Source: an optimization exercise on an open RTL-to-GDS flow (aim: small area, a short achievable clock period and few clock cycles). Production flows keep margins and buffers that such runs may drop. The RTL was checked by simulation tests, not by an equivalence proof against the original design. Power and IR drop assume default switching activity.

## run A
## sla_layer_codec
module sla_layer_codec (
    input  wire        clk,
    input  wire        rst,
    input  wire        cmd_valid,
    output wire        cmd_ready,
    input  wire        cmd_op,        
    input  wire [7:0]  cmd_w,
    input  wire [7:0]  cmd_h,
    input  wire [3:0]  cmd_n,         
    input  wire [19:0] cmd_len,       
    output reg         mem_re,
    output reg         mem_we,
    output reg  [15:0] mem_addr,
    output reg  [7:0]  mem_wdata,
    input  wire [7:0]  mem_rdata,
    output wire        tok_out_valid,
    input  wire        tok_out_ready,
    output wire [7:0]  tok_out_data,
    input  wire        tok_in_valid,
    output wire        tok_in_ready,
    input  wire [7:0]  tok_in_data,
    output wire        done,
    output wire        done_fail,
    output wire [3:0]  done_code,
    output wire [31:0] done_word
);
export LEC_CHECK = 0
export CAP_MARGIN = 20
export CORE_MARGIN = 2
export CORE_UTILIZATION = 40
export PLACE_DENSITY = 0.6
export SETUP_SLACK_MARGIN = 5
export SLEW_MARGIN = 20
create_clock -name core_clock -period 10.0 [get_ports {clk}]
standard.sh (not shown) runs the stock make flow with config.mk's settings and CLKGATE_MAP_FILE= SYNTH_SCRIPT=/design/flow/synth_recipe.tcl, a recipe that flattens the netlist after the stock synthesis.
==> flow/flow/run.sh <==
#!/bin/bash
# The standard layout (standard.sh: standard synthesis, floorplan, place,
# CTS, route, finish), with the timing repair aiming 6 ns below the clock
# period instead of config.mk's at most 5 ns.  Full tool output: flow.log.
set -euo pipefail
bash standard.sh SETUP_SLACK_MARGIN=6 finish > flow.log 2>&1
Testbench counts of run A, summed over its fixed seeds: cycles 468,844.
The inputs of run B differ from those of run A as listed below.
diff --git a/flow/design.v b/flow/design.v
--- a/flow/design.v
+++ b/flow/design.v
@@ -41,23 +41,22 @@
     reg        pz;           
     reg [3:0]  nreg;
     reg [2:0]  mcnt;
     reg [15:0] pm1;          
     reg [15:0] idx;
     reg [26:0] pl;           
     reg [26:0] D;            
     reg [19:0] blft;
     reg        blz;
     reg        rfail;
     reg [3:0]  rcode;
-    reg        wsel;         
     reg        rvalid;       
     reg [3:0]  tg1, tg2;     
     reg [3:0]  fb, fl;       
     reg [2:0]  fcnt;
     reg        cur;
     reg [6:0]  pend;
     reg        sfl;          
     reg [3:0]  cpl;          
     reg        tv;
     reg [6:0]  trem;
     reg        tvalid;
@@ -65,23 +64,23 @@
     reg [7:0]  bdat;         
     reg        bv;
     reg        conv;         
     reg        fin;          
     reg [1:0]  ph;
     reg [31:0] cnt;          
     wire [7:0] acc = cnt[7:0];
     assign cmd_ready    = (st == ST_IDLE);
     assign done         = (st == ST_DONE);
     assign done_fail    = rfail;
     assign done_code    = rcode;
-    assign done_word    = {5'd0, wsel ? pl : D};
+    assign done_word    = {5'd0, D};
     assign tok_in_ready = (st == ST_MSTR) && !bv && !blz;
     wire n_ok = (nreg == 4'd1) || (nreg == 4'd2) || (nreg == 4'd4) || (nreg == 4'd8);
     reg rbit;
     always @(*) begin
         case (nreg)
             4'd1:    rbit = mem_rdata[7];
             4'd2:    rbit = (mem_rdata[7:6] >= {tg2[0], 1'b1});
             4'd4:    rbit = (mem_rdata[7:5] >= {tg2[1:0], 1'b1});
             default: rbit = (mem_rdata[7:4] >= {tg2[2:0], 1'b1});
         endcase
     end
@@ -179,23 +178,24 @@
             8'h82: f_lut = 8'd62;
             8'h83: f_lut = 8'd93;
             8'h84: f_lut = 8'd124;
             8'h85: f_lut = 8'd155;
             8'h86: f_lut = 8'd186;
             8'h87: f_lut = 8'd217;
             8'h88: f_lut = 8'd248;
             default: f_lut = 8'd0;
             endcase
         end
     endfunction
-    wire [3:0] cnt_sel = cnt[{idx[2:0], 2'b00} +: 4];
+    wire [3:0] cnt_sel = cnt[{idx[2:0], 2'b00} +: 4]
+                         + {3'd0, rvalid && mem_rdata[idx[2:0]]};
     wire [7:0] gval    = fin ? f_lut(pl[3:0], cnt_sel) : {4'd0, cnt_sel};
     wire [3:0] gmax    = fin ? (pl[3:0] - 4'd1) : 4'd7;    
     always @(posedge clk) begin
         if (rst) begin
             st            <= ST_IDLE;
             mem_re        <= 1'b0;
             mem_we        <= 1'b0;
             rvalid        <= 1'b0;
             tvalid        <= 1'b0;
             bv            <= 1'b0;
         end else begin
@@ -209,23 +209,22 @@
                         pz     <= (cmd_w == 8'd0) || (cmd_h == 8'd0);
                         nreg   <= cmd_n;
                         blft   <= cmd_len;
                         blz    <= (cmd_len == 20'd0);
                         pm1    <= {cmd_w - 8'd1, cmd_h - 8'd1};
                         mcnt   <= 3'd0;
                         idx    <= 16'd0;
                         pl     <= 27'd0;
                         D      <= {19'd0, cmd_w};
                         rfail  <= 1'b0;
                         rcode  <= 4'd0;
-                        wsel   <= 1'b0;
                         st     <= ST_MUL;
                     end
                 end
                 ST_MUL: begin
                     pm1  <= {mul_sum, pm1[7:1]};
                     mcnt <= mcnt + 3'd1;
                     if (mcnt == 3'd7) begin
                         D      <= 27'd0;
                         fcnt   <= 3'd0;
                         sfl    <= 1'b0;
                         pend   <= 7'd0;
@@ -398,23 +397,23 @@
                         rcode <= 4'd13;
                         st    <= ST_DONE;
                     end else if (idx != 16'd0) begin
                         rfail <= 1'b1;
                         rcode <= 4'd8;
                         st    <= ST_DONE;
                     end else if (pl == 27'd0) begin
                         rfail <= 1'b1;
                         rcode <= 4'd13;
                         st    <= ST_DONE;
                     end else begin
-                        wsel <= 1'b1;
+                        D    <= pl;
                         if (conv)
                             st <= ST_MSCL;
                         else
                             st <= ST_MGRP;
                     end
                 end
                 ST_MGRP: begin
                     if (rvalid) begin
                         for (k = 0; k < 8; k = k + 1)
                             cnt[4*k +: 4] <= cnt[4*k +: 4] + {3'd0, mem_rdata[k]};
                     end
@@ -432,24 +431,23 @@
                                 mem_re   <= 1'b1;
                                 mem_addr <= idx;
                                 if ({1'b0, idx[2:0]} == gmax) begin
                                     idx[2:0] <= 3'd0;
                                     ph       <= 2'd1;
                                 end else begin
                                     idx[2:0] <= idx[2:0] + 3'd1;
                                 end
                             end
                         end
                         2'd1: begin
-                            if (!mem_re && !rvalid)
-                                ph <= 2'd2;
+                            ph <= 2'd2;
                         end
                         default: begin
                             mem_we    <= 1'b1;
                             mem_addr  <= idx;
                             mem_wdata <= gval;
                             if (idx[2:0] == 3'd7) begin
                                 cnt <= 32'd0;
                                 ph  <= 2'd0;
                                 if (lastg) begin
                                     if (fin) begin
                                         st  <= ST_DONE;
Results
Run B completed end to end with timing, DRC and antenna clean.
Changes observed in run B relative to run A: combinational share of power now smaller, post-route met1 wirelength went up, number of non-filler instances in the completed layout climbed 44, power dissipated in the clock network up about 10%.
Delta(met3 track utilization from global routing, run B - run A) < 0
Testbench counts of run B, summed over its fixed seeds: cycles 449,462.


the baseline:
sla_layer_codec, a different RTL version from the one above (not shown whole).
Size in the first run: roughly 1900 cells after synthesis, ~240 flip-flops, ~140 I/O pins, roughly 0.017 mm² of cells after synthesis.
// sla_layer_codec
module sla_layer_codec (
    input  wire        clk,
    input  wire        rst,
    input  wire        cmd_valid,
    output wire        cmd_ready,
    input  wire        cmd_op,        
    input  wire [7:0]  cmd_w,
    input  wire [7:0]  cmd_h,
    input  wire [3:0]  cmd_n,         
    input  wire [19:0] cmd_len,       
    output reg         mem_re,
    output reg         mem_we,
    output reg  [15:0] mem_addr,
    output reg  [7:0]  mem_wdata,
    input  wire [7:0]  mem_rdata,
    output wire        tok_out_valid,
    input  wire        tok_out_ready,
    output wire [7:0]  tok_out_data,
    input  wire        tok_in_valid,
    output wire        tok_in_ready,
    input  wire [7:0]  tok_in_data,
    output wire        done,
    output wire        done_fail,
    output wire [3:0]  done_code,
    output wire [31:0] done_word
);
==> flow/config.mk <==
export PLATFORM = sky130hd
export DESIGN_NAME = sla_layer_codec
export DESIGN_NICKNAME = sla_layer_codec
export VERILOG_FILES = /design/flow/design.v
export SDC_FILE = /design/flow/constraint.sdc
export NUM_CORES = 4
export LEC_CHECK = 0
export CAP_MARGIN = 20
export CORE_MARGIN = 2
export CORE_UTILIZATION = 40
export PLACE_DENSITY = 0.6
export SETUP_SLACK_MARGIN = 5
export SLEW_MARGIN = 20
==> flow/constraint.sdc <==
create_clock -name core_clock -period 10.0 [get_ports {clk}]
set_input_delay 2.0000 -clock core_clock [delete_from_list [all_inputs] [get_ports {clk}]]
set_output_delay 2.0000 -clock core_clock [all_outputs]
set_load 0.01 [all_outputs]
Scripts as last shown in full above: flow/flow/run.sh
Testbench counts of the baseline, summed over its fixed seeds: cycles 457,048.
Relative to the baseline, the following input files were edited for the candidate:
diff --git a/flow/design.v b/flow/design.v
--- a/flow/design.v
+++ b/flow/design.v
@@ -213,28 +213,15 @@
             default: f_lut = 8'd0;
             endcase
         end
     endfunction
     wire [3:0] cnt_sel = cnt[{idx[2:0], 2'b00} +: 4];
     wire [7:0] gval    = fin ? f_lut(pl[3:0], cnt_sel) : {4'd0, cnt_sel};
     wire [3:0] gmax    = fin ? (pl[3:0] - 4'd1) : 4'd7;    
-    reg [7:0] wdata_n;
-    always @(*) begin
-        case (st)
-            ST_MSTR:  wdata_n = bitwise ? {7'd0, tv} : acc_new;
-            ST_MRMW:  wdata_n = mem_rdata + 8'd1;
-            ST_MSLOW: wdata_n = cnt[15:8];
-            default:  wdata_n = gval;
-        endcase
-    end
     always @(posedge clk) begin
-        mem_addr  <= {idx[15:3], (st == ST_MSTR && !bitwise) ? pl[2:0] : idx[2:0]};
-        mem_wdata <= wdata_n;
-        tg1       <= {idx_last, pl[2:0]};
-        tg2       <= tg1;
         if (rst) begin
             st            <= ST_IDLE;
             mem_re        <= 1'b0;
             mem_we        <= 1'b0;
             rvalid        <= 1'b0;
             tvalid        <= 1'b0;
             bv            <= 1'b0;
@@ -291,21 +278,24 @@
                             st <= ST_SRUN;
                         end
                     end
                 end
                 ST_SRUN: begin
                     if (s_issue) begin
                         mem_re   <= 1'b1;
+                        mem_addr <= idx;
+                        tg1      <= {idx_last, pl[2:0]};
                         if (idx_last) begin
                             idx <= 16'd0;
                             pl  <= pl + 27'd1;
                         end else begin
                             idx <= idx_inc[15:0];
                         end
                     end
+                    tg2 <= tg1;
                     if (s_pop) begin
                         fb <= {1'b0, fb[3:1]};
                         fl <= {1'b0, fl[3:1]};
                     end
                     if (s_push) begin
                         fb[fcnt - {2'd0, s_pop}] <= rbit;
                         fl[fcnt - {2'd0, s_pop}] <= tg2[3];
@@ -362,16 +352,18 @@
                             tvalid <= 1'b0;
                         end else if (pl_hi && !conv) begin
                             fin <= 1'b0;
                             ph  <= 2'd0;
                             cnt <= 32'd0;
                             st  <= ST_MGRP;
                         end else if (bitwise) begin
+                            mem_addr <= idx;
                             if (pl == 27'd0) begin
                                 mem_we    <= 1'b1;
+                                mem_wdata <= {7'd0, tv};
                             end
                             if (pl != 27'd0 && tv) begin
                                 mem_re <= 1'b1;
                                 st     <= ST_MRMW;
                             end else begin
                                 trem <= trem - 7'd1;
                                 if (trem == 7'd1)
@@ -386,14 +378,16 @@
                         end else begin
                             cnt[7:0] <= acc_new;
                             trem <= tlast ? 7'd0 : (tend[6:0] - 7'd8);
                             if (tlast)
                                 tvalid <= 1'b0;
                             if (gdone) begin
                                 mem_we    <= 1'b1;
+                                mem_addr  <= {idx[15:3], pl[2:0]};
+                                mem_wdata <= acc_new;
                                 if (lastg) begin
                                     idx <= 16'd0;
                                     pl  <= pl + 27'd1;
                                 end else begin
                                     idx <= {g_inc, 3'd0};
                                 end
                             end else begin
@@ -412,14 +406,15 @@
                         trem   <= tok_in_data[6:0];
                         tvalid <= 1'b1;
                     end
                 end
                 ST_MRMW: begin
                     if (rvalid) begin
                         mem_we    <= 1'b1;
+                        mem_wdata <= mem_rdata + 8'd1;
                         trem      <= trem - 7'd1;
                         if (trem == 7'd1)
                             tvalid <= 1'b0;
                         if (idx_last) begin
                             idx <= 16'd0;
                             pl  <= pl + 27'd1;
                         end else begin
@@ -465,28 +460,31 @@
                                 end else begin
                                     idx  <= 16'd0;
                                     conv <= 1'b1;
                                     st   <= ST_MSTR;
                                 end
                             end else begin
                                 mem_re   <= 1'b1;
+                                mem_addr <= idx;
                                 if ({1'b0, idx[2:0]} == gmax) begin
                                     idx[2:0] <= 3'd0;
                                     ph       <= 2'd1;
                                 end else begin
                                     idx[2:0] <= idx[2:0] + 3'd1;
                                 end
                             end
                         end
                         2'd1: begin
                             if (rvalid && !mem_re)
                                 ph <= 2'd2;
                         end
                         default: begin
                             mem_we    <= 1'b1;
+                            mem_addr  <= idx;
+                            mem_wdata <= gval;
                             if (idx[2:0] == 3'd7) begin
                                 cnt <= 32'd0;
                                 ph  <= 2'd0;
                                 if (lastg) begin
                                     if (fin) begin
                                         st  <= ST_DONE;
                                     end else begin
@@ -503,36 +501,40 @@
                         end
                     endcase
                 end
                 ST_MTAIL: begin
                     case (ph)
                         2'd0: begin
                             mem_re   <= 1'b1;
+                            mem_addr <= idx;
                             ph       <= 2'd1;
                         end
                         2'd1: begin
                             if (rvalid) begin
                                 cnt <= {8{mem_rdata[3:0]}};
                                 ph       <= 2'd2;
                             end
                         end
                         default: begin
                             mem_we    <= 1'b1;
+                            mem_addr  <= idx;
+                            mem_wdata <= gval;
                             ph        <= 2'd0;
                             if (idx_last)
                                 st <= ST_DONE;
                             else
                                 idx <= idx_inc[15:0];
                         end
                     endcase
                 end
                 ST_MSLOW: begin
                     case (ph)
                         2'd0: begin
                             mem_re   <= 1'b1;
+                            mem_addr <= idx;
                             ph       <= 2'd1;
                         end
                         2'd1: begin
                             if (rvalid) begin
                                 cnt[23:16] <= mem_rdata;
                                 cnt[15:8]  <= 8'd0;
                                 ph         <= 2'd2;
@@ -540,14 +542,16 @@
                         end
                         default: begin
                             if (cnt[23:16] != 8'd0) begin
                                 cnt[23:16] <= cnt[23:16] - 8'd1;
                                 cnt[15:8]  <= cnt[15:8] + qdiv;
                             end else begin
                                 mem_we    <= 1'b1;
+                                mem_addr  <= idx;
+                                mem_wdata <= cnt[15:8];
                                 ph        <= 2'd0;
                                 if (idx_last)
                                     st <= ST_DONE;
                                 else
                                     idx <= idx_inc[15:0];
                             end
                         end
==> results.txt <==
- Between the baseline and the candidate, switching share of total power decreased.
- Synthesized area deteriorates in the candidate relative to the baseline.
- Reported for the baseline and the candidate, aggregate negative setup slack turned out identical to the last digit.
- Of the baseline and the candidate, the baseline shows the lower cell area, with the candidate above it.
- The baseline vs the candidate, source of the critical timing path: st[3] vs st[2]
- Diff the baseline -> the candidate: simple-gate area share of the yosys netlist now smaller; total power has decreased; pin count of the biggest net entering global routing went down 9.3%.
- Combined buffer and inverter count along the critical path: the baseline and the candidate compared, higher one is the candidate
- As far as source-to-sink clock delay at the later pin of the worst-skew pair is concerned, the candidate and the baseline perform about the same.
- Area growth from synthesis to layout came out lower on the candidate than on the baseline.
- The baseline fits on a die that is smaller than the die of the candidate.
- For the baseline and the candidate, there was not a single run that failed to finish clean.
- Sort the baseline and the candidate by setup slack asc -> top: the baseline
- Maximum fanout along the worst path in the candidate is 12 lower than in the baseline
Testbench counts of the candidate, summed over its fixed seeds: cycles 457,048.

## static timing again, ports no longer ideal
In the flow no input, the clock included, has a driving cell. The finished layouts below were timed again as built, in two steps.
Step 1 (the two cells are an assumption about what drives the block):
set clk [get_ports {clk}]
set_driving_cell -lib_cell sky130_fd_sc_hd__clkbuf_16 $clk
set_driving_cell -lib_cell sky130_fd_sc_hd__buf_2 [delete_from_list [all_inputs] $clk]
Step 2 moves the port delays by t, midway between the first and last clock arrival at a register: inputs arrive t later, outputs are due t later. That takes back most of the time a late clock gives input paths.
a / b / c = ideal ports / drivers / drivers and shift; a / b = the first two.
| run | t (ns) | setup slack, ns | worst setup path at the end | latest minus earliest clock arrival (ns) | slew at the worst register clock pin (ns) |
|---|---|---|---|---|---|
| run A | 0.647 | 5.961 / 5.902 / 5.454 | input to register | 0.019 / 0.019 | 0.06 / 0.06 |
| run B | 0.647 | 5.609 / 5.604 / 4.957 | input to register | 0.024 / 0.024 | 0.07 / 0.07 |
| the baseline | 0.637 | 5.921 / 5.865 / 5.447 | input to register | 0.034 / 0.033 | 0.06 / 0.06 |
| the candidate | 0.631 | 6.064 / 6.008 / 5.513 | input to register | 0.022 / 0.022 | 0.06 / 0.06 |
After both steps setup and hold are still met in every run listed. The setup slack of run B, which loses most, moves by -0.005 ns with the drivers and by -0.652 ns with both steps.
